From an optimization exercise on the open Yosys and OpenROAD flow, aimed at small area, a short achievable clock period and few clock cycles; shortcuts taken in it are not production practice. In this exercise RTL edits were held to simulation tests only and were not proved equivalent to the original. Power is estimated from default activity; no workload was simulated.

**design.v**
```verilog
module shk_lzw_dec (
    input  wire       clk,
    input  wire       rst,
    input  wire [7:0] in_data,
    input  wire       in_valid,
    output wire       in_ready,
    input  wire       in_eof,
    output wire [7:0] out_data,
    output wire       out_valid,
    input  wire       out_ready,
    output wire       done,
    output wire [2:0] fault
);
    localparam [2:0] F_NONE    = 3'd0;
    localparam [2:0] F_CORRUPT = 3'd3;
    localparam [2:0] F_DICTOVF = 3'd6;
    localparam integer RB = 4;           
    localparam integer R  = 1 << RB;     
    localparam integer JD = 4;           
    localparam integer QD = 8;           
    localparam [8:0]   R9 = R[8:0];
    reg  [7:0]  ib;          
    reg         ibv;
    reg         in_rdy;
    reg  [23:0] acc;
    reg  [4:0]  cnt;
    reg         w10;         
    reg  [9:0]  size;        
    reg         fresh;
    reg         stop;        
    reg  [2:0]  fpend;       
    reg  [2:0]  fault_r;
    reg         done_r;
    reg  [10:0] jq [0:JD-1];
    reg  [JD-1:0] jv;
    wire [10:0] jq0 = jq[0];
    reg         wact;        
    reg  [8:0]  cur;         
    reg         wk;          
    reg         wkwk;        
    reg         wadd;        
    reg  [8:0]  wprev;       
    reg  [8:0]  wpfx;        
    reg  [7:0]  wsz;         
    reg  [7:0]  first_last;  
    reg  [8:0]  d;           
    reg         lm;          
    reg         lre;         
    reg         lwait;       
    reg  [8:0]  left;        
    reg         lfinal;      
    reg  [8:0]  rem;         
    reg         rz;          
    reg  [RB:0] wp;          
    reg  [RB+1:0] cq [0:QD-1];
    reg  [QD-1:0] qv;
    wire [RB+1:0] cq0 = cq[0];
    reg         ract;        
    reg  [RB-1:0] rp;
    reg  [RB-1:0] rtop;
    reg  [RB:0] rs;          
    reg  [RB:0] htop;        
    reg  [7:0]  od;
    reg         ov;
    reg  [7:0]  ring [0:R-1];
    reg  [8:0]  dpfx [1:255];
    reg  [7:0]  dchr [1:255];
    assign in_ready  = in_rdy;
    assign out_valid = ov;
    assign out_data  = od;
    assign done      = done_r;
    assign fault     = fault_r;
    integer j;
    wire [9:0]  code   = w10 ? acc[9:0] : {1'b0, acc[8:0]};
    wire        have   = w10 ? (cnt >= 5'd10) : (cnt >= 5'd9);
    wire        dgo    = have && !stop && !jv[JD-1];
    wire        is_clr = (code == 10'h100);
    wire        c_lit  = !code[9] && !code[8];
    wire        c_big  = (code > size);
    wire        c_full = size[9];
    wire        c_kwk  = (code == size);
    wire        push   = dgo && !is_clr && (fresh ? c_lit : (!c_big && !c_full));
    wire [10:0] jnew   = {fresh, !fresh && c_kwk, code[8:0]};
    wire        absorb = ibv && (cnt <= 5'd16);
    wire [23:0] acc_a  = acc | (absorb ? ({16'd0, ib} << cnt) : 24'd0);
    wire [23:0] acc_n  = !dgo ? acc_a :
                         w10  ? {10'd0, acc_a[23:10]} : {9'd0, acc_a[23:9]};
    wire [4:0]  cnt_n  = cnt + (absorb ? 5'd8 : 5'd0) -
                         (!dgo ? 5'd0 : w10 ? 5'd10 : 5'd9);
    wire        ibv_n  = (in_valid && in_rdy) || (ibv && !absorb);
    wire [8:0]  e_pfx  = dpfx[cur[7:0]];
    wire [7:0]  e_chr  = dchr[cur[7:0]];
    wire [7:0]  wbyte  = wk ? first_last : (cur[8] ? e_chr : cur[7:0]);
    wire        lit    = !wk && !cur[8];
    wire        stopn  = lre ? rz : lit;
    wire        full   = (htop[RB-1:0] == wp[RB-1:0]) && (htop[RB] != wp[RB]);
    wire        rd_idle = !ract && !qv[0];
    wire        wgo    = wact && !lwait && (lm || !full || rd_idle) &&
                         (!stopn || !qv[QD-1]);
    wire        lmnow  = lm || full;
    wire        wfin   = wgo && stopn && (lre ? lfinal : !lmnow);
    wire        wend   = wgo && lit && !lre;       
    wire        jpop   = (!wact || wfin) && jv[0];
    wire        cpush  = wgo && stopn;
    wire        restart = lwait && rd_idle;
    wire        ol     = !ov || out_ready;
    wire        rlast  = (rp == rtop);
    wire        rtake  = ol && !ract && qv[0];
    wire [RB-1:0] q_top = cq0[RB+1] ? (cq0[RB-1:0] - 1'b1) : htop[RB-1:0];
    wire        all_idle = !wact && !jv[0] && !qv[0] && !ract && !ov;
    wire [8:0]  left_n = lre ? (left - R9) : (d + 9'd1 - R9);
    always @(posedge clk) begin
        if (rst) begin
            ibv     <= 1'b0;
            in_rdy  <= 1'b1;
            acc     <= 24'd0;
            cnt     <= 5'd0;
            w10     <= 1'b0;
            size    <= 10'd257;
            fresh   <= 1'b1;
            stop    <= 1'b0;
            fpend   <= F_NONE;
            fault_r <= F_NONE;
            done_r  <= 1'b0;
            jv      <= {JD{1'b0}};
            wact    <= 1'b0;
            wk      <= 1'b0;
            lm      <= 1'b0;
            lre     <= 1'b0;
            lwait   <= 1'b0;
            wp      <= {(RB+1){1'b0}};
            qv      <= {QD{1'b0}};
            ract    <= 1'b0;
            htop    <= {(RB+1){1'b0}};
            ov      <= 1'b0;
        end else begin
            ibv    <= ibv_n;
            in_rdy <= !ibv_n || (cnt_n <= 5'd16);
            acc    <= acc_n;
            cnt    <= cnt_n;
            if (dgo) begin
                if (is_clr) begin
                    size  <= 10'd257;
                    fresh <= 1'b1;
                    w10   <= 1'b0;
                end else if (fresh) begin
                    if (c_lit) fresh <= 1'b0;
                    else begin stop <= 1'b1; fpend <= F_CORRUPT; end
                end else if (c_big) begin
                    stop <= 1'b1; fpend <= F_CORRUPT;
                end else if (c_full) begin
                    stop <= 1'b1; fpend <= F_DICTOVF;
                end else begin
                    size <= size + 10'd1;
                    if (size == 10'd510) w10 <= 1'b1;
                end
            end
            if (push && !jpop)
                jv <= {jv[JD-2:0], 1'b1};
            else if (!push && jpop)
                jv <= {1'b0, jv[JD-1:1]};
            if (wgo) begin
                wp  <= wp - 1'b1;
                d   <= d + 9'd1;
                rem <= rem - 9'd1;
                rz  <= (rem == 9'd1);
                if (wk) wk <= 1'b0;
                else if (cur[8]) cur <= e_pfx;
                if (full) lm <= 1'b1;    
            end
            if (wend) begin
                first_last <= cur[7:0];
                if (wadd) wsz <= wsz + 8'd1;
            end
            if (cpush && !wfin) begin
                lwait  <= 1'b1;
                lre    <= 1'b1;
                left   <= left_n;
                lfinal <= (left_n <= R9);
            end
            if (restart) begin
                lwait <= 1'b0;
                cur   <= wkwk ? wpfx : wprev;
                wk    <= wkwk;
                rem   <= left - 9'd1;
                rz    <= (left == 9'd1);
            end
            if (wfin) begin
                lm  <= 1'b0;
                lre <= 1'b0;
            end
            if (wfin || !wact) begin
                wact <= jv[0];
                if (jv[0]) begin
                    wkwk  <= jq0[9];
                    wadd  <= !jq0[10];
                    wk    <= jq0[9];
                    cur   <= jq0[9] ? wprev : jq0[8:0];
                    wpfx  <= wprev;
                    wprev <= jq0[8:0];
                    d     <= 9'd0;
                    if (jq0[10]) wsz <= 8'd1;
                end
            end
            if (cpush && !rtake)
                qv <= {qv[QD-2:0], 1'b1};
            else if (!cpush && rtake)
                qv <= {1'b0, qv[QD-1:1]};
            if (ol) begin
                if (ract) begin
                    ov <= 1'b1;
                    if (rlast) begin
                        ract <= 1'b0;
                        htop <= rs - 1'b1;
                    end
                    rp <= rp + 1'b1;
                end else if (qv[0]) begin
                    ov <= 1'b1;
                    if (cq0[RB-1:0] == q_top) begin
                        htop <= cq0[RB:0] - 1'b1;
                    end else begin
                        ract <= 1'b1;
                        rp   <= cq0[RB-1:0] + 1'b1;
                        rs   <= cq0[RB:0];
                        rtop <= q_top;
                    end
                end else begin
                    ov <= 1'b0;
                end
            end
            if (stop && all_idle && fault_r == F_NONE)
                fault_r <= fpend;
            if (!have && !ibv && in_eof && !stop && all_idle)
                done_r <= 1'b1;
        end
    end
    always @(posedge clk) begin
        if (in_rdy) ib <= in_data;
        for (j = 0; j < JD; j = j + 1) begin
            if (jpop) begin
                if (push && jv[j] && (j == JD - 1 || !jv[j + 1]))
                    jq[j] <= jnew;
                else if (j < JD - 1)
                    jq[j] <= jq[j + 1];
            end else begin
                if (push && !jv[j] && (j == 0 || jv[j - 1]))
                    jq[j] <= jnew;
            end
        end
        for (j = 0; j < QD; j = j + 1) begin
            if (rtake) begin
                if (cpush && qv[j] && (j == QD - 1 || !qv[j + 1]))
                    cq[j] <= {!wfin, wp};
                else if (j < QD - 1)
                    cq[j] <= cq[j + 1];
            end else begin
                if (cpush && !qv[j] && (j == 0 || qv[j - 1]))
                    cq[j] <= {!wfin, wp};
            end
        end
        if (wgo) ring[wp[RB-1:0]] <= wbyte;
        dpfx[wsz] <= wpfx;
        dchr[wsz] <= cur[7:0];
        if (ol) begin
        if (ract) od <= ring[rp];
        else if (qv[0]) od <= ring[cq0[RB-1:0]];
        end
    end
endmodule
```
**flow/run.sh**
```bash
#!/bin/bash
set -euo pipefail
export SETUP_SLACK_MARGIN=6.4
bash standard.sh finish > standard.log 2>&1
```
**standard.sh**
```bash
#!/bin/bash
# synth_recipe.tcl (not shown) runs the flow's synth.tcl, then flattens the netlist and writes it again
# the make line also repeats each setting of config.mk as NAME=value (left out here)
make -C /OpenROAD-flow-scripts/flow DESIGN_CONFIG=/design/flow/config.mk WORK_HOME=/design/flow/orfs CLKGATE_MAP_FILE= SYNTH_SCRIPT=/design/flow/synth_recipe.tcl "${@:-finish}"
```
**config.mk**
```make
export PLATFORM = sky130hd
export DESIGN_NAME = shk_lzw_dec
export DESIGN_NICKNAME = shk_lzw_dec
export VERILOG_FILES = /design/flow/design.v
export SDC_FILE = /design/flow/constraint.sdc
export NUM_CORES = 4
export LEC_CHECK = 0
export ABC_CLOCK_PERIOD_IN_PS = 4000
export CAP_MARGIN = 20
export CORE_MARGIN = 2
export CORE_UTILIZATION = 55
export PLACE_DENSITY = 0.65
export SLEW_MARGIN = 20
```
**constraint.sdc**
```tcl
create_clock -name core_clock -period 10.0 [get_ports {clk}]
set_input_delay 2.0000 -clock core_clock [delete_from_list [all_inputs] [get_ports {clk}]]
set_output_delay 2.0000 -clock core_clock [all_outputs]
set_load 0.01 [all_outputs]
```
==> results of run 1 <==
==> cells in the mapped netlist, drive strengths merged (8+ instances only) <==
library cell  instances  area [um^2]
a41o                  8         80.1
or4                  12         90.1
a31oi                33          213
o311ai               13          114
o31ai                21          158
and2                 24          150
or2                   8         50.1
o21a                 11         82.6
a21o                  8         60.1
dfxtp                95         1900
nand4                18          113
o211ai               13         97.6
clkbuf              228          856
buf                 289         2060
inv                  63          236
o2111ai               9         78.8
a221oi               78          683
a311oi               11         96.3
and3                 13         81.3
xor2                 34          298
nand2b               26          163
nand3b                8         60.1
a22oi               154         1160
mux2i               213         2130
ha                   38          475
nand3                68          340
mux4               1120        25200
or3                  16          100
o21ai               103          515
nor2b                52          325
edfxtp             4658       140000
nor3                 88          440
nor4                 30          188
nor3b                12         90.1
o221ai               16          140
nor2                458         1720
mux2                109         1230
a21oi               130          651
o22ai               111          694
a211oi               80          601
a22o                 75          657
a2111oi              15          144
nand2               194          728
xnor2                31          272
==> how the worst max path moves through the flow <==
stage / from / slack (ns) / to
after global routing: register / 5.94 / ring[11][6]
after floorplan: wpfx[6] / 5.66 / register
after global placement: register / 2.99 / ring[12][3]
after CTS: register / 5.87 / ring[10][6]
final: register / 5.66 / ring[11][6]
after detailed placement: register / 3.48 / ring[7][4]
==> cells by family (layout without fill, tap and decap cells) <==
group | after synthesis | count (layout) | share of synthesized area
fa+ha+maj | 40 | 40 | 0.00277
compound gates | 928 | 935 | 0.0354
buf+inv | 583 | 1695 | 0.0170
xor+xnor | 65 | 65 | 0.00306
flops | 4753 | 4753 | 0.762
mux | 1442 | 1442 | 0.154
simple gates | 1040 | 1041 | 0.0256
other cells | 0 | 14 | 0
==> per-layer routing <==
metal  track usage  part of all wire  wire [um]
met2         0.491              0.47     258000
met3        0.0694              0.12      67100
met1         0.441              0.36     199000
met4         0.133             0.050      27400
met5             0           0.00015         81
==> state kept, by name (all words and copies together) (netlist names), 10 cells and up, named ones only <==
register  count
dchr       2040
acc          24
size         10
cq           48
jq           44
ring        128
dpfx       2295
==> timing repair <==
item                                    4_1_cts  5_1_grt
cloned                                       53       26
endpoints found under the setup margin      383      409
gates resized for setup                     509      245
setup buffers                                92      155
pin swaps                                    49       89
==> power breakdown <==
| group | internal (mW) | total [mW] | switching [mW] |
|---|---|---|---|
| clock | 9.92 | 17.5 | 7.55 |
| combinational | 8.74 | 21.7 | 13.0 |
| sequential | 23.7 | 24.1 | 0.458 |
| total | 42.3 | 63.3 | 21.0 |
==> worst max-delay path, cell delays in order (launching register included) <==
cell      delay (ns)
dfxtp_4         0.66
buf_4           0.44
buf_6           0.37
mux4_2          0.36
o211ai_1        1.00
nand4_1         0.51
nor3_4          0.26
buf_6           0.17
a21oi_4         0.13
==> final cells by class <==
type | instances | area [um^2] | area share
clock buffers | 558 | 12100 | 0.0558
multi-input cells | 3523 | 44600 | 0.206
flip-flops and latches | 4753 | 142000 | 0.655
well taps | 4515 | 5650 | 0.0261
repair buffers | 765 | 9230 | 0.0426
clock inverters | 306 | 2950 | 0.0136
diodes | 14 | 35.0 | 0.000162
inverters | 66 | 265 | 0.00122
==> stage by stage <==
step           hold slack (ns)  setup WS [ns]  std cells  cell area (um^2)  power, mW
2_1_floorplan            0.403           5.66       8851            186000       35.4
5_1_grt                  0.463           5.94      14500            217000       64.8
4_1_cts                  0.455           5.87      14300            213000       61.4
6_report                 0.452           5.66      14500            217000       63.3
3_5_place_dp             0.442           3.48      13300            193000       41.4
3_3_place_gp             0.442           2.99      13300            193000       41.2
==> impl_metrics.ini, run 1 <==
[clocking]
clock_path_buffers = 4
insertion_delay_ns = 1.02
cts-hold-fix-buffers = 0
clock-sinks = 4753
clockRootBuffer = clkbuf_16
cts_max_level = 5
numCtsBuffers = 468
clkSlewWorstSetupHoldPaths_ns = 0.06
cts_tree = yes

[route]
wl_per_cell_um = 38.1
drtIter0Drc = 15600
via_per_inst = 6.85
postRouteAntennaNets = 0
first_pass_iters = 6
vias = 99400
drcViolationCount = 0
drt-total-wl_um = 553000

[timing]
grt_setup_unrepaired = yes
setup_violations = 0
max_freq_mhz = 231
tightest_slew_ns = 1.25
fin_worst_skew_ns = 0.0528
period_share = 0.434
max-slew-margin-rel = 0.162
setup_tns_ns = 0
drv_slew = 0
fin_crit_ns = 4.34
final_hold_viol_count = 0

[power_and_ir_drop]
power_density_nw_per_um2 = 292
leakagePower_nw = 68.2
irDropWorstVdd_uv = 199

[floorplan]
die_x_um = 585
die_area_um2 = 343000
die_h_um = 585
initial_core_util = 0.552
num_io_pins = 27
core-area_um2 = 337000
rows = 213

[setup_path]
r2r_slack_ns = 5.66
required_ns = 10.68
r2r_cells = 8
endpoint_kind = register
path_max_fanout = 16
cp-start-kind = register
arrival_ns = 5.02
worst-setup-path-type = reg2reg
r2r-end = ring[11][6]

[final_layout]
nFillCells = 22000
final_cell_mix = 4658 x edfxtp_1, 1120 x mux4_2, 493 x buf_4
nets = 9630
final_common_cell = edfxtp_1
area_growth_pct = 16.5
fin_util = 0.644
drive_gt1_frac = 0.322

[yosys]
synth_edf_count = 4658
ys.flop_type = edfxtp_1
syn-num-nets = 8904
ys_ff_latch = 4753
yosysSeqAreaShare = 0.762
netlist_instances = 8851
synthArstFlopShare = 0
synth_cell_types = 81
avgSynthCellArea_um2 = 21.0
yosys_warnings = 7
syn_area_um2 = 186000

[grt]
grt_pass1_wl_um = 752000
antenna_found_initial = 22
grt_start_max_net_pins = 226
grt_pass1_vias = 96000
grtUsageTotal = 0.317
grt_overflow = 0

[hold_path]
hp-start = cq[0][4]
min_to = rs[4]
min_path_cells = 0
worstHoldPathType = reg2reg

[place]
io_buffers = 26
globalplace.congestion = 0.871
dpl.hpwl_um = 305000

[run]
maxCapViolCount = 0

[outcome]
status = complete, no violations
Testbench counts, summed over its fixed seeds: cycles 65,886.
==> run 2: changes to the inputs <==
--- a/design.v
+++ b/design.v
@@ -62,6 +62,9 @@
     reg  [RB:0] htop;        
     reg  [7:0]  od;
     reg         ov;
+    reg         pwv;
+    reg  [RB-1:0] pwa;
+    reg  [7:0]  pwd;
     reg  [7:0]  ring [0:R-1];
     reg  [8:0]  dpfx [1:255];
     reg  [7:0]  dchr [1:255];
@@ -107,6 +110,8 @@
     wire        rlast  = (rp == rtop);
     wire        rtake  = ol && !ract && qv[0];
     wire [RB-1:0] q_top = cq0[RB+1] ? (cq0[RB-1:0] - 1'b1) : htop[RB-1:0];
+    wire [RB-1:0] raddr = ract ? rp : cq0[RB-1:0];
+    wire [7:0]  rbyte  = (pwv && pwa == raddr) ? pwd : ring[raddr];
     wire        all_idle = !wact && !jv[0] && !qv[0] && !ract && !ov;
     wire [8:0]  left_n = lre ? (left - R9) : (d + 9'd1 - R9);
     always @(posedge clk) begin
@@ -133,7 +138,9 @@
             ract    <= 1'b0;
             htop    <= {(RB+1){1'b0}};
             ov      <= 1'b0;
+            pwv     <= 1'b0;
         end else begin
+            pwv    <= wgo;
             ibv    <= ibv_n;
             in_rdy <= !ibv_n || (cnt_n <= 5'd16);
             acc    <= acc_n;
@@ -258,12 +265,11 @@
                     cq[j] <= {!wfin, wp};
             end
         end
-        if (wgo) ring[wp[RB-1:0]] <= wbyte;
+        pwa <= wp[RB-1:0];
+        pwd <= wbyte;
+        if (pwv) ring[pwa] <= pwd;
         dpfx[wsz] <= wpfx;
         dchr[wsz] <= cur[7:0];
-        if (ol) begin
-        if (ract) od <= ring[rp];
-        else if (qv[0]) od <= ring[cq0[RB-1:0]];
-        end
+        if (ol && (ract || qv[0])) od <= rbyte;
     end
 endmodule
--- a/config.mk
+++ b/config.mk
@@ -9,5 +9,7 @@
 export CAP_MARGIN = 20
 export CORE_MARGIN = 2
 export CORE_UTILIZATION = 55
+export CTS_CLUSTER_DIAMETER = 70
+export CTS_CLUSTER_SIZE = 20
 export PLACE_DENSITY = 0.65
 export SLEW_MARGIN = 20
==> impl_metrics.ini, run 2 <==
[hold_path]
hp-start = first_last[1]
min_path_cells = 2
worstHoldPathType = reg2reg
min_to = pwd[1]

[setup_path]
crit_path_frequent_cell = buf_8
crit_slowest_cell = nand4_1
r2r_cells = 9
r2r_slack_ns = 6.11
max_stage_delay_ns = 0.63
worst-setup-path-type = reg2reg
path_max_fanout = 17
path_cells = clkinv_2, buf_8, buf_8, buf_8, mux4_2, a22oi_2, nand4_1, a2111oi_4, a21oi_1
arrival_ns = 4.63
r2r-end = cur[5]
cp_top_family = buffers and inverters
cp-start-kind = register
crit_buf_inv = 4
endpoint_kind = register
required_ns = 10.75

[floorplan]
rows = 213
core-area_um2 = 336000
die_area_um2 = 342000
die_h_um = 584
initial_core_util = 0.551
num_io_pins = 27
die_x_um = 584

[clocking]
numCtsBuffers = 285
clock_path_buffers = 4
cts-hold-fix-buffers = 0
clockRootBuffer = clkbuf_16
insertion_delay_ns = 1.02
clkSlewWorstSetupHoldPaths_ns = 0.09
clock-sinks = 4758
cts_tree = yes
cts_max_level = 5

[yosys]
yosys_warnings = 7
synth_cell_types = 85
yosysMostFrequentCell = edfxtp_1
netlist_instances = 9116
synth_area_leaders = edfxtp_1 75%, mux4_2 12%, mux2i_1 1.8%
synthArstFlopShare = 0
synth_edf_count = 4658
synth_top_area_frac = 0.755
yosysSeqAreaShare = 0.766
avgSynthCellArea_um2 = 20.3
synth_common_cells = 4658 x edfxtp_1, 984 x mux4_2, 486 x nor2_1
ys_ff_latch = 4758
syn_area_um2 = 185000
syn-num-nets = 9165
ys.flop_type = edfxtp_1
synth_top_area_cell = edfxtp_1

[route]
drcViolationCount = 0
drt-total-wl_um = 557000
wl_per_cell_um = 39.6
drtIter0Drc = 15400
vias = 98700
postRouteAntennaNets = 0
first_pass_iters = 14
via_per_inst = 7.01

[timing]
drv_slew = 0
fin_worst_skew_ns = 0.0539
period_share = 0.389
max_freq_mhz = 257
tightest_slew_ns = 1.40
max-slew-margin-rel = 0.0683
final_hold_viol_count = 0
grt_setup_unrepaired = yes
setup_violations = 0
fin_crit_ns = 3.89
fin_hold_ws_ns = 0.466
setup_tns_ns = 0

[power_and_ir_drop]
p_sw_mw = 20.6
p_seq_frac = 0.424
irDropWorstVdd_uv = 240
leakagePower_nw = 63.8
power.internal_mw = 37.2
p_total_mw = 57.8
power_density_nw_per_um2 = 281
sw_frac_of_total = 0.356
clockPowerShare = 0.207
p_comb_frac = 0.369

[final_layout]
fin_util = 0.611
area_growth_pct = 10.8
final_common_cell = edfxtp_1
drive_gt1_frac = 0.252
nets = 9501
nFillCells = 23100
final_cell_count_no_fill = 14100
final_cell_mix = 4658 x edfxtp_1, 984 x mux4_2, 380 x buf_4
largest_reg_flops = 2295
regMostFlops = dpfx

[place]
globalplace.congestion = 0.970
numPlacedInstances = 13500
io_buffers = 26
dpl.hpwl_um = 322000

[grt]
grt_pass1_vias = 95200
grt_pass1_wl_um = 765000
grt_overflow = 0
grtUsageTotal = 0.325
antenna_found_initial = 30
grt_start_max_net_pins = 256

[outcome]
status = complete, no violations

[run]
maxCapViolCount = 0
==> run 2: what timing repair did <==
item,4_1_cts,5_1_grt
pin swaps,21,22
endpoints found under the setup margin,160,155
cloned,46,7
setup buffers,59,34
gates resized for setup,349,89
hold endpoints to repair,0,0
==> run 2: layout make-up <==
cell class                 instances  area, um^2  share of cell area
antenna                           22        55.1            0.000268
sequential                      4758      142000               0.691
timing repair inverter             1        5.00           0.0000244
clock inverter                    47         529             0.00258
timing repair buffer             568        6900              0.0336
inverter                          56         225             0.00110
multi-input combinational       3782       42600               0.207
clock buffer                     332        7570              0.0369
tap                             4515        5650              0.0275
==> run 2: per-stage QoR <==
step           worst slack (ns)  instance area [um^2]
6_report                   6.11                205000
5_1_grt                    6.28                205000
4_1_cts                    6.30                204000
3_5_place_dp               4.57                193000
3_3_place_gp               4.33                193000
2_1_floorplan              5.74                185000
==> run 2: power groups by stage <==
stage	Sequential (mW)	Clock [mW]	Combinational, mW
global route	24.6	12.7	21.6
global placement	25.1	0	17.7
CTS	24.5	12.0	20.3
detailed placement	25.1	0	17.9
finish	24.5	12.0	21.3
floorplan	25.7	0	10.2
==> run 2: kinds of logic (layout without fill, tap and decap cells) <==
logic type	after synthesis	after routing	share of synthesized area
AO/OA/AOI/OAI	950	950	0.0354
XOR/XNOR	66	66	0.00312
adder cells (fa/ha/maj)	36	36	0.00251
buffers and inverters	576	1004	0.0170
flip-flops	4758	4758	0.766
multiplexers	1428	1428	0.145
other	0	22	0
AND/OR/NAND/NOR	1302	1302	0.0313
==> run 2: metal layers <==
layer  track usage  wire [um]  part of all wire  vias to the layer above
met4         0.174      35800             0.064                       16
met1         0.436     198000              0.36                    52000
met5       0.00518        422           0.00076                        -
met3        0.0850      67700              0.12                     1470
li1              -          -                 -                    38200
met2         0.493     255000              0.46                     6951
==> run 2: worst max-delay path by stage <==
stage                   to  slack (ns)  cells after the start
floorplan           cur[6]        5.74                      6
global placement    pwd[7]        4.33                      9
detailed placement  pwd[7]        4.57                     10
CTS                 pwd[1]        6.30                     11
global route        cur[5]        6.28                      9
finish              cur[5]        6.11                      9
==> run 2: worst reg2reg max path: stages (launching register included) <==
cell,delay [ns]
dfxtp_4,0.37
clkinv_2,0.07
buf_8,0.31
buf_8,0.37
buf_8,0.32
mux4_2,0.63
a22oi_2,0.29
nand4_1,0.63
a2111oi_4,0.54
a21oi_1,0.07
Testbench counts of run 2, summed over its fixed seeds: cycles 65,886.
==> run 3: changes to the inputs <==
--- a/design.v
+++ b/design.v
@@ -66,8 +66,8 @@
     reg  [RB-1:0] pwa;
     reg  [7:0]  pwd;
     reg  [7:0]  ring [0:R-1];
-    reg  [8:0]  dpfx [1:255];
-    reg  [7:0]  dchr [1:255];
+    wire [16:0] ent [0:255];
+    reg  [5:0]  ca0, ca1, ca2, ca3;
     assign in_ready  = in_rdy;
     assign out_valid = ov;
     assign out_data  = od;
@@ -91,8 +91,10 @@
     wire [4:0]  cnt_n  = cnt + (absorb ? 5'd8 : 5'd0) -
                          (!dgo ? 5'd0 : w10 ? 5'd10 : 5'd9);
     wire        ibv_n  = (in_valid && in_rdy) || (ibv && !absorb);
-    wire [8:0]  e_pfx  = dpfx[cur[7:0]];
-    wire [7:0]  e_chr  = dchr[cur[7:0]];
+    wire [16:0] eq [0:3];
+    wire [16:0] e_sel  = cur[7] ? (cur[6] ? eq[3] : eq[2]) : (cur[6] ? eq[1] : eq[0]);
+    wire [8:0]  e_pfx  = e_sel[16:8];
+    wire [7:0]  e_chr  = e_sel[7:0];
     wire [7:0]  wbyte  = wk ? first_last : (cur[8] ? e_chr : cur[7:0]);
     wire        lit    = !wk && !cur[8];
     wire        stopn  = lre ? rz : lit;
@@ -106,6 +108,11 @@
     wire        jpop   = (!wact || wfin) && jv[0];
     wire        cpush  = wgo && stopn;
     wire        restart = lwait && rd_idle;
+    wire        wload  = (wfin || !wact) && jv[0];
+    wire        cmove  = wload || restart || (wgo && !wk && cur[8]);
+    wire [8:0]  cur_n  = wload   ? (jq0[9] ? wprev : jq0[8:0]) :
+                         restart ? (wkwk ? wpfx : wprev) :
+                         (wgo && !wk && cur[8]) ? e_pfx : cur;
     wire        ol     = !ov || out_ready;
     wire        rlast  = (rp == rtop);
     wire        rtake  = ol && !ract && qv[0];
@@ -139,8 +146,15 @@
             htop    <= {(RB+1){1'b0}};
             ov      <= 1'b0;
             pwv     <= 1'b0;
+            ca0     <= 6'd0;
+            ca1     <= 6'd63;
+            ca3     <= 6'd0;
         end else begin
             pwv    <= wgo;
+            cur    <= cur_n;
+            ca0    <= cur_n[5:0];
+            ca1    <= cur_n[5:0];
+            if (cmove) ca3 <= cur_n[5:0];
             ibv    <= ibv_n;
             in_rdy <= !ibv_n || (cnt_n <= 5'd16);
             acc    <= acc_n;
@@ -172,7 +186,6 @@
                 rem <= rem - 9'd1;
                 rz  <= (rem == 9'd1);
                 if (wk) wk <= 1'b0;
-                else if (cur[8]) cur <= e_pfx;
                 if (full) lm <= 1'b1;    
             end
             if (wend) begin
@@ -187,7 +200,6 @@
             end
             if (restart) begin
                 lwait <= 1'b0;
-                cur   <= wkwk ? wpfx : wprev;
                 wk    <= wkwk;
                 rem   <= left - 9'd1;
                 rz    <= (left == 9'd1);
@@ -202,7 +214,6 @@
                     wkwk  <= jq0[9];
                     wadd  <= !jq0[10];
                     wk    <= jq0[9];
-                    cur   <= jq0[9] ? wprev : jq0[8:0];
                     wpfx  <= wprev;
                     wprev <= jq0[8:0];
                     d     <= 9'd0;
@@ -243,6 +254,7 @@
     end
     always @(posedge clk) begin
         if (in_rdy) ib <= in_data;
+        ca2 <= cur_n[5:0];
         for (j = 0; j < JD; j = j + 1) begin
             if (jpop) begin
                 if (push && jv[j] && (j == JD - 1 || !jv[j + 1]))
@@ -268,8 +280,40 @@
         pwa <= wp[RB-1:0];
         pwd <= wbyte;
         if (pwv) ring[pwa] <= pwd;
-        dpfx[wsz] <= wpfx;
-        dchr[wsz] <= cur[7:0];
         if (ol && (ract || qv[0])) od <= rbyte;
     end
+    genvar g, t;
+    generate
+        for (g = 1; g < 256; g = g + 1) begin : dict
+            reg [16:0] e;
+            always @(posedge clk)
+                if (wsz == g) e <= {wpfx, cur[7:0]};
+            assign ent[g] = e;
+        end
+        assign ent[0] = ent[1];      
+        for (t = 0; t < 4; t = t + 1) begin : rdq
+            wire [5:0]  a = (t == 0) ? ca0 : (t == 1) ? ca1 : (t == 2) ? ca2 : ca3;
+            wire [16:0] m1 [0:31];
+            wire [16:0] m2 [0:15];
+            wire [16:0] m3 [0:7];
+            wire [16:0] m4 [0:3];
+            wire [16:0] m5 [0:1];
+            for (g = 0; g < 32; g = g + 1) begin : l1
+                assign m1[g] = a[0] ? ent[64*t + 2*g + 1] : ent[64*t + 2*g];
+            end
+            for (g = 0; g < 16; g = g + 1) begin : l2
+                assign m2[g] = a[1] ? m1[2*g + 1] : m1[2*g];
+            end
+            for (g = 0; g < 8; g = g + 1) begin : l3
+                assign m3[g] = a[2] ? m2[2*g + 1] : m2[2*g];
+            end
+            for (g = 0; g < 4; g = g + 1) begin : l4
+                assign m4[g] = a[3] ? m3[2*g + 1] : m3[2*g];
+            end
+            for (g = 0; g < 2; g = g + 1) begin : l5
+                assign m5[g] = a[4] ? m4[2*g + 1] : m4[2*g];
+            end
+            assign eq[t] = a[5] ? m5[1] : m5[0];
+        end
+    endgenerate
 endmodule
==> impl_metrics.ini, run 3 <==
[outcome]
status = complete, no violations

[grt]
grt_use_met1 = 0.420
met2_usage = 0.456
grt_use_met3 = 0.0536
grtUsageTotal = 0.293
top_usage_layer = met2
grt_pass1_wl_um = 705000
grt_start_max_net_pins = 240
grt_overflow = 0
antenna_found_initial = 24
grt_pass1_vias = 92300

[clocking]
clkSlewWorstSetupHoldPaths_ns = 0.09
clock-sinks = 4774
cts_max_level = 5
cts-hold-fix-buffers = 0
insertion_delay_ns = 0.97
cts_tree = yes
clock_path_buffers = 4
clockRootBuffer = clkbuf_16
numCtsBuffers = 285

[timing]
setup_violations = 0
max_freq_mhz = 273
final_hold_viol_count = 0
fin_crit_ns = 3.66
drv_slew = 0
setup_tns_ns = 0
fin_worst_skew_ns = 0.0391
period_share = 0.366
grt_setup_unrepaired = yes
tightest_slew_ns = 1.29
max-slew-margin-rel = 0.143

[final_layout]
largest_reg_flops = 4335
nFillCells = 23100
final_cell_mix = 4658 x edfxtp_1, 1152 x mux4_2, 404 x buf_4
nets = 9363
multiInputGateArea_um2 = 42800
final_common_cell = edfxtp_1
regArea_um2 = 142000
area_growth_pct = 10.4
drive_gt1_frac = 0.262
regMostFlops = dict.e

[route]
first_pass_iters = 8
postRouteAntennaNets = 0
wl_per_cell_um = 36.1
drt-total-wl_um = 504000
drcViolationCount = 0
drtIter0Drc = 13500
vias = 94800
via_per_inst = 6.79

[power_and_ir_drop]
p_total_mw = 54.5
irDropWorstVdd_uv = 280
power_density_nw_per_um2 = 265
leakagePower_nw = 63.3

[hold_path]
worstHoldPathType = reg2reg

[yosys]
synth_edf_count = 4658
ys_ff_latch = 4774
synth_cell_types = 87
ys.flop_type = edfxtp_1
yosysMostFrequentCell = edfxtp_1
synthArstFlopShare = 0
synth_common_cells = 4658 x edfxtp_1, 1152 x mux4_2, 489 x nor2_1
avgSynthCellArea_um2 = 20.8
synth_area_leaders = edfxtp_1 75%, mux4_2 14%, dfxtp_1 1.2%
syn_area_um2 = 186000
netlist_instances = 8956
yosys_warnings = 7
synth_top_area_cell = edfxtp_1
synth_top_area_frac = 0.752
yosysSeqAreaShare = 0.764
syn-num-nets = 9005

[place]
io_buffers = 26
dpl.hpwl_um = 285000
globalplace.congestion = 0.879

[run]
maxCapViolCount = 0

[floorplan]
die_h_um = 586
core-area_um2 = 337000
initial_core_util = 0.553
die_area_um2 = 343000
num_io_pins = 27
die_x_um = 586
rows = 213

[setup_path]
path_cells = buf_4, buf_12, and2_1, buf_4, a22oi_1, a21oi_1, nor3_1, or3b_1, o211ai_1, nand3_1, a31oi_1
path_max_fanout = 33
r2r_slack_ns = 6.34
endpoint_kind = register
crit_buf_inv = 3
max_stage_delay_ns = 0.44
required_ns = 10.80
cp-start-kind = register
cp_top_family = simple AND/OR/NAND/NOR gates
crit_path_frequent_cell = buf_4
arrival_ns = 4.46
worst-setup-path-type = reg2reg
crit_slowest_cell = or3b_1
-- run 3: cell types whose count changed after synthesis, moves of 46 or more --
| cell | before | now |
|---|---|---|
| a22oi_1 | 189 | 126 |
| mux2_1 | 0 | 46 |
| mux4_2 | 984 | 1152 |
| o22ai_1 | 177 | 31 |
| mux2i_1 | 330 | 215 |
| mux2_2 | 105 | 52 |
| clkbuf_1 | 187 | 239 |
-- run 3: area by class of cell --
| type | instances | area share |
|---|---|---|
| clock inverter | 51 | 0.00300 |
| tap | 4515 | 0.0275 |
| clock buffer | 356 | 0.0367 |
| sequential | 4774 | 0.693 |
| inverter | 73 | 0.00138 |
| timing repair buffer | 567 | 0.0305 |
| multi-input combinational | 3613 | 0.208 |
| antenna | 8 | 0.0000975 |
-- run 3: cells by family after synthesis --
kind of cell             synth area share
flip-flops                          0.764
multiplexers                        0.157
AND/OR/NAND/NOR                    0.0319
AO/OA/AOI/OAI                      0.0274
buffers and inverters              0.0142
XOR/XNOR                          0.00306
adder cells (fa/ha/maj)           0.00250
-- run 3: worst paths after layout --
| path | startpoint | endpoint | cells past startpoint |
|---|---|---|---|
| worst min register to register | wp[1] | pwa[1] | 0 |
| worst max-delay path | ca3[3] | cur[8] | 11 |
| worst min-delay path | wp[1] | pwa[1] | 0 |
| worst max register to register | ca3[3] | cur[8] | 11 |
-- run 3: metal layers --
metal,share of wire,vias up
li1,-,37700
met1,0.38,50600
met2,0.47,5675
met3,0.11,862
met4,0.042,8
met5,0.00010,-
-- run 3: power by group --
group	switching (mW)	internal, mW
registers	0.527	23.9
logic	11.0	7.01
clock network	6.45	5.52
total	18.0	36.5
-- run 3: worst reg2reg max path: stages (launching register included) --
cell and delay (ns):
dfxtp_2 0.32, buf_4 0.40, buf_12 0.36, and2_1 0.34
buf_4 0.33, a22oi_1 0.14, a21oi_1 0.33, nor3_1 0.13
or3b_1 0.44, o211ai_1 0.30, nand3_1 0.19, a31oi_1 0.23
-- run 3: timing repair --
item	4_1_cts	5_1_grt
pin swaps	20	11
cloned	22	10
resized for setup	244	60
setup endpoints to repair	428	154
buffers inserted	74	28
endpoints found under the hold margin	0	0
-- run 3: through the flow --
step                      hold slack, ns  setup slack, ns  cells  cell area [um^2]  utilization
after CTS                          0.453             6.12  13900            205000        0.608
after floorplan                    0.345             5.00   8956            186000            -
final                              0.458             6.34  14000            205000        0.610
after global placement             0.435             4.60  13400            194000        0.575
after detailed placement           0.437             4.87  13400            194000        0.576
after global routing               0.472             6.32  14000            205000        0.610
Testbench counts of run 3, summed over its fixed seeds: cycles 65,886.

## separate check: timing with driven ports
The flow's constraints put no driver on any port. The routed layouts listed below were extracted and timed again, unchanged, in two steps. Step 1 assumes that a clkbuf_16 drives the clock port and a buf_2 every other input. Step 2 times the ports against the registers' clock, not the clock port: input delays grow and output delays shrink by t, the midpoint of the rising clock arrivals with the driver on. a / b / c = ideal ports / drivers / drivers and shift; a / b = the first two.
run	t, ns	slack for setup (ns)	hold WS [ns]	slew at the worst register clock pin (ns)	worst slew at a driven data input, ns
run 1	1.095	5.665 / 5.665 / 5.665	0.452 / 0.452 / 0.452	0.07 / 0.07	0.04
run 2	1.091	6.114 / 6.114 / 5.719	0.466 / 0.466 / 0.466	0.09 / 0.09	0.04
run 3	1.064	6.341 / 6.341 / 5.607	0.458 / 0.458 / 0.458	0.09 / 0.09	0.05
After both steps setup and hold are still met in every run listed. The setup slack of run 3, which loses most, moves by 0.000 ns with the drivers and by -0.734 ns with both steps.
